What follows belongs to an exercise in optimizing a design on an open flow for small area, a short achievable clock period and few clock cycles per item; a production flow would make more cautious choices. In this exercise RTL edits were held to simulation tests only and were not proved equivalent to the original. Power and IR drop assume default switching activity.

// tilt_eq
module tilt_eq (
    input  wire        clk,
    input  wire        rst,           
    input  wire        cfg_we,
    input  wire [3:0]  cfg_addr,
    input  wire [31:0] cfg_wdata,
    input  wire        prep,          
    input  wire        in_valid,
    output wire        in_ready,
    input  wire        in_ch,
    input  wire [31:0] in_data,
    output reg         out_valid,
    output reg         out_ch,
    output reg  [31:0] out_data,
    output reg         idle
);
    localparam [31:0] ONE = 32'h3F800000;
    integer i;
    reg  [11:0] ph;
    reg         clr_r;
    always @(posedge clk) begin
        if (rst) ph <= 12'b0000_0100_0000;    
        else     ph <= {ph[10:0], ph[11]};
        clr_r       <= rst | prep;
    end
    assign in_ready = ph[6];
    reg [31:0] coef [0:9];
    reg [9:0]  cv;
    always @(posedge clk) begin
        for (i = 0; i < 10; i = i + 1)
            if (cfg_we && !rst && cfg_addr == i) begin
                coef[i] <= cfg_wdata;
                cv[i]   <= 1'b1;
            end else if (clr_r) begin
                cv[i]   <= 1'b0;
            end
    end
    function automatic [31:0] cread(input integer k);
        cread = cv[k] ? coef[k] : ((k == 0 || k == 5) ? ONE : 32'd0);
    endfunction
    reg  [31:0] x0;
  ...
==> flow/config.mk <==
export PLATFORM = sky130hd
export DESIGN_NAME = tilt_eq
export DESIGN_NICKNAME = tilt_eq
export VERILOG_FILES = /design/flow/design.v
export SDC_FILE = /design/flow/constraint.sdc
export NUM_CORES = 4
export LEC_CHECK = 0
export CAP_MARGIN = 20
export CORE_MARGIN = 2
export CORE_UTILIZATION = 60
export CTS_CLUSTER_DIAMETER = 140
export CTS_CLUSTER_SIZE = 20
export SLEW_MARGIN = 20
==> flow/constraint.sdc <==
create_clock -name core_clock -period 22.0 [get_ports {clk}]
set_input_delay 4.4000 -clock core_clock [delete_from_list [all_inputs] [get_ports {clk}]]
set_output_delay 4.4000 -clock core_clock [all_outputs]
set_load 0.01 [all_outputs]
standard.sh (not shown) runs the stock make flow with config.mk's settings and CLKGATE_MAP_FILE= SYNTH_SCRIPT=/design/flow/synth_recipe.tcl, a recipe that flattens the netlist after the stock synthesis.
==> flow/flow/run.sh <==
#!/bin/bash
# Layout: the standard flow (standard.sh) on every step, with ORFS's
# timing repair asked to reach further than the clock period requires and
# given more freedom. flow/make_vars.txt lists the ORFS settings passed to
# make on top of the standard ones:
#   SETUP_SLACK_MARGIN    repair_timing's setup margin (ns)
#   TNS_END_PERCENT       share of the failing endpoints repair_timing works on
#   MATCH_CELL_FOOTPRINT  0 lets the resizer pick any drive strength
# The clock, the SDC and every other setting stay as the standard flow has
# them. make's full output goes to flow_make.log in this folder; each ORFS
# step also keeps its own log under orfs/logs/.
set -euo pipefail
mapfile -t VARS < <(grep -v '^[[:space:]]*$' flow/make_vars.txt)
bash standard.sh "${VARS[@]}" finish > flow_make.log 2>&1
==> flow/flow/make_vars.txt <==
SETUP_SLACK_MARGIN=17
TNS_END_PERCENT=5
Testbench counts at the start, summed over its fixed seeds: cycles 79,988, items 6,601.
Edit:
--- a/flow/flow/run.sh
+++ b/flow/flow/run.sh
@@ -8 +8 @@
-#   MATCH_CELL_FOOTPRINT  0 lets the resizer pick any drive strength
+
==> flow/flow/make_vars.txt (replaced) <==
SETUP_SLACK_MARGIN=16.4
TNS_END_PERCENT=5
Result:
- The new run produced a clean layout
- power falls by a few percent
- sequential cell count is unchanged
- utilization goes down by 0.52 points
- cell count is lower slightly

* * *

tilt_eq, a different RTL version from the one above (not shown whole).
Size in the first run: roughly 7300 cells after synthesis, ~1200 flip-flops, about 110 I/O pins, roughly 74000 µm² of cells after synthesis.
Settings: LEC_CHECK=0, CAP_MARGIN=20, CORE_MARGIN=2, CORE_UTILIZATION=60, CTS_CLUSTER_DIAMETER=140, CTS_CLUSTER_SIZE=20, SLEW_MARGIN=20; clock period 22.0 ns.
==> flow/flow/run.sh <==
#!/bin/bash
# Layout: the standard flow (standard.sh) on every step, with ORFS's
# timing repair asked to reach further than the clock period requires and
# given more freedom. flow/make_vars.txt lists the ORFS settings passed to
# make on top of the standard ones:
#   SETUP_SLACK_MARGIN    repair_timing's setup margin (ns)
#   TNS_END_PERCENT       share of the failing endpoints repair_timing works on

# The clock, the SDC and every other setting stay as the standard flow has
# them. make's full output goes to flow_make.log in this folder; each ORFS
# step also keeps its own log under orfs/logs/.
set -euo pipefail
mapfile -t VARS < <(grep -v '^[[:space:]]*$' flow/make_vars.txt)
bash standard.sh "${VARS[@]}" finish > flow_make.log 2>&1
==> flow/flow/make_vars.txt <==
SETUP_SLACK_MARGIN=18.5
TNS_END_PERCENT=5
The starting point finished clean.
Testbench counts at the start, summed over its fixed seeds: cycles 79,988, items 6,601.
Then changed:
==> flow/flow/make_vars.txt (replaced) <==
SETUP_SLACK_MARGIN=17
TNS_END_PERCENT=5
- routed wire length came out lower by a few percent
- hold slack gets worse by 7.4 ps
- setup slack gets worse by 30 ps
- maximum frequency came out lower slightly
- final area came out lower by a few percent
- critical path depth is unchanged
- clock skew came out higher by 23 ps

* * *

== v6 ==
tilt_eq, a different RTL version from the one above (not shown whole).
Size in the first run: roughly 8500 cells after synthesis, roughly 1200 flip-flops, roughly 110 I/O pins, ~79000 sq um of cells after synthesis.
clock: 22.0 ns
lec_check: 0
cap_margin: 20
core_margin: 2
core_utilization: 50
cts_cluster_diameter: 140
cts_cluster_size: 20
slew_margin: 20
==> flow/flow/run.sh <==
#!/bin/bash
# Layout: the standard flow (standard.sh) on every step, with ORFS's
# timing repair asked to reach further than the clock period requires
# (repair_timing's setup margin, SETUP_SLACK_MARGIN) and to work only on the
# worst endpoints (TNS_END_PERCENT). The clock, the SDC and every other
# setting stay as the standard flow has them. make's full output goes to
# flow_make.log in this folder; each ORFS step also keeps its own log under
# orfs/logs/.
set -euo pipefail
read -r MARGIN TNS < flow/repair.txt
bash standard.sh SETUP_SLACK_MARGIN="$MARGIN" TNS_END_PERCENT="$TNS" finish > flow_make.log 2>&1
==> flow/flow/repair.txt <==
17 5
v6 reached the end of the flow, and the finished layout is clean on the timing, design-rule and antenna checks.
Testbench counts of v6, summed over its fixed seeds: cycles 79,988, items 6,601.
Setup changes, v6 to v7
==> flow/flow/run.sh <==
#!/bin/bash
# Layout: the standard flow (standard.sh) on every step, with ORFS's
# timing repair asked to reach further than the clock period requires and
# given more freedom. flow/make_vars.txt lists the ORFS settings passed to
# make on top of the standard ones:
#   SETUP_SLACK_MARGIN    repair_timing's setup margin (ns)
#   TNS_END_PERCENT       share of the failing endpoints repair_timing works on
#   MATCH_CELL_FOOTPRINT  0 lets the resizer pick any drive strength
# The clock, the SDC and every other setting stay as the standard flow has
# them. make's full output goes to flow_make.log in this folder; each ORFS
# step also keeps its own log under orfs/logs/.
set -euo pipefail
mapfile -t VARS < <(grep -v '^[[:space:]]*$' flow/make_vars.txt)
bash standard.sh "${VARS[@]}" finish > flow_make.log 2>&1
==> flow/flow/make_vars.txt (new file) <==
SETUP_SLACK_MARGIN=17
TNS_END_PERCENT=5
MATCH_CELL_FOOTPRINT=0
removed: flow/flow/repair.txt
==> run summary <==
Taking v6 as the reference, in v7 hold slack -0.023 ns, placed wire-length estimate after detailed placement roughly the same, clock latency of the later-clocked register in the worst-skew pair flat. Between v7 and v6, the sequential power does not differ in any meaningful way. v6 and v7 ended up with nearly the same power dissipated in the clock network. Total power: v6 and v7 compared, higher one is v7. Between v6 and v7, the relative contribution of combinational cells to total power is higher for v7. | total length of routed met3 wires | v7 vs v6 | 590 um higher |. Diff v6 -> v7 | antenna cell count | decrease of 6.

* * *

RTL: one of the versions met above, not the one the previous note started from.
Size: ~1200 flip-flops.
Settings: LEC_CHECK=0, CAP_MARGIN=20, CORE_MARGIN=2, CORE_UTILIZATION=68, CTS_CLUSTER_DIAMETER=140, CTS_CLUSTER_SIZE=20, SLEW_MARGIN=20; clock period 22.0 ns.
==> flow/flow/run.sh <==
#!/bin/bash
# Layout: the standard flow (standard.sh) on every step, with ORFS's
# timing repair asked to reach further than the clock period requires and
# given more freedom. flow/make_vars.txt lists the ORFS settings passed to
# make on top of the standard ones:
#   SETUP_SLACK_MARGIN    repair_timing's setup margin (ns)
#   TNS_END_PERCENT       share of the failing endpoints repair_timing works on

# The clock, the SDC and every other setting stay as the standard flow has
# them. make's full output goes to flow_make.log in this folder; each ORFS
# step also keeps its own log under orfs/logs/.
set -euo pipefail
mapfile -t VARS < <(grep -v '^[[:space:]]*$' flow/make_vars.txt)
bash standard.sh "${VARS[@]}" finish > flow_make.log 2>&1
==> flow/flow/make_vars.txt <==
SETUP_SLACK_MARGIN=17
TNS_END_PERCENT=5
The starting point passed the timing, design-rule and antenna checks.
Testbench counts at the start, summed over its fixed seeds: cycles 79,988, items 6,601.
Next try:
==> flow/flow/make_vars.txt (replaced) <==
SETUP_SLACK_MARGIN=17
TNS_END_PERCENT=1
=> The changed run finished with timing, DRC and antenna clean. Worst setup slack got worse by 4.4 ps. Final cell count is lower by 0.33%. First-iteration DRC count shrinks by 4.0%. Total power drops by 1.8%. Via count fell by 0.75%. Hold slack is about the same. Die area is unchanged. Wire length went down by 0.88%. Cell area decreases by 0.84%.
Next try:
==> flow/flow/make_vars.txt (replaced) <==
SETUP_SLACK_MARGIN=17
TNS_END_PERCENT=20
Settings changed: CORE_UTILIZATION 68 to 60.
What happened: The changed run ran to the end with no violations. Setup slack gains 21 ps. Clock-buffer cell count increases by 2. Wire length increases by 2.7%.

==> separate check: timing with driven ports <==
The flow's constraints put no driver on any port. The routed layouts listed below were extracted and timed again, unchanged, in two steps. Step 1 (the two cells are an assumption about what drives the block):
set clk [get_ports {clk}]
set_driving_cell -lib_cell sky130_fd_sc_hd__clkbuf_16 $clk
set_driving_cell -lib_cell sky130_fd_sc_hd__buf_2 [delete_from_list [all_inputs] $clk]
Step 2 adds t to the input delays and takes it off the output delays; t is the mean of the earliest and latest rising clock arrival at the registers after step 1. Input paths then give back, and output paths get back, about the clock's delay inside the block. Three values: ideal, step 1, step 2; two values: the first two.
| run | shift t [ns] | setup WS [ns] | worst hold slack (ns) | latest minus earliest clock arrival (ns) | slew at the worst register clock pin (ns) |
|---|---|---|---|---|---|
| the first run of note 1 | 0.779 | 16.402 / 16.321 / 15.859 | 0.311 / 0.311 / 0.311 | 0.073 / 0.073 | 0.09 / 0.09 |
| the second run of note 1 | 0.780 | 16.305 / 16.274 / 15.582 | 0.312 / 0.312 / 0.312 | 0.075 / 0.075 | 0.09 / 0.09 |
| the first run of note 2 | 0.739 | 16.451 / 16.370 / 16.023 | 0.328 / 0.328 / 0.328 | 0.040 / 0.040 | 0.10 / 0.10 |
| the second run of note 2 | 0.776 | 16.421 / 16.338 / 15.712 | 0.321 / 0.321 / 0.321 | 0.061 / 0.060 | 0.10 / 0.10 |
| v6 | 0.796 | 16.387 / 16.298 / 15.827 | 0.319 / 0.319 / 0.319 | 0.059 / 0.058 | 0.10 / 0.10 |
| v7 | 0.794 | 16.378 / 16.294 / 15.693 | 0.296 / 0.296 / 0.296 | 0.061 / 0.061 | 0.10 / 0.10 |
| the first run of note 4 | 0.747 | 16.436 / 16.368 / 15.744 | 0.316 / 0.316 / 0.316 | 0.069 / 0.068 | 0.10 / 0.10 |
| the second run of note 4 | 0.748 | 16.432 / 16.366 / 15.738 | 0.315 / 0.315 / 0.315 | 0.063 / 0.063 | 0.10 / 0.10 |
| the third run of note 4 | 0.742 | 16.452 / 16.367 / 15.961 | 0.331 / 0.331 / 0.331 | 0.037 / 0.037 | 0.11 / 0.11 |
After both steps every run listed still meets setup and hold. For the second run of note 1, which loses most, drivers alone change the setup slack by -0.031 ns; drivers and shift together by -0.723 ns.
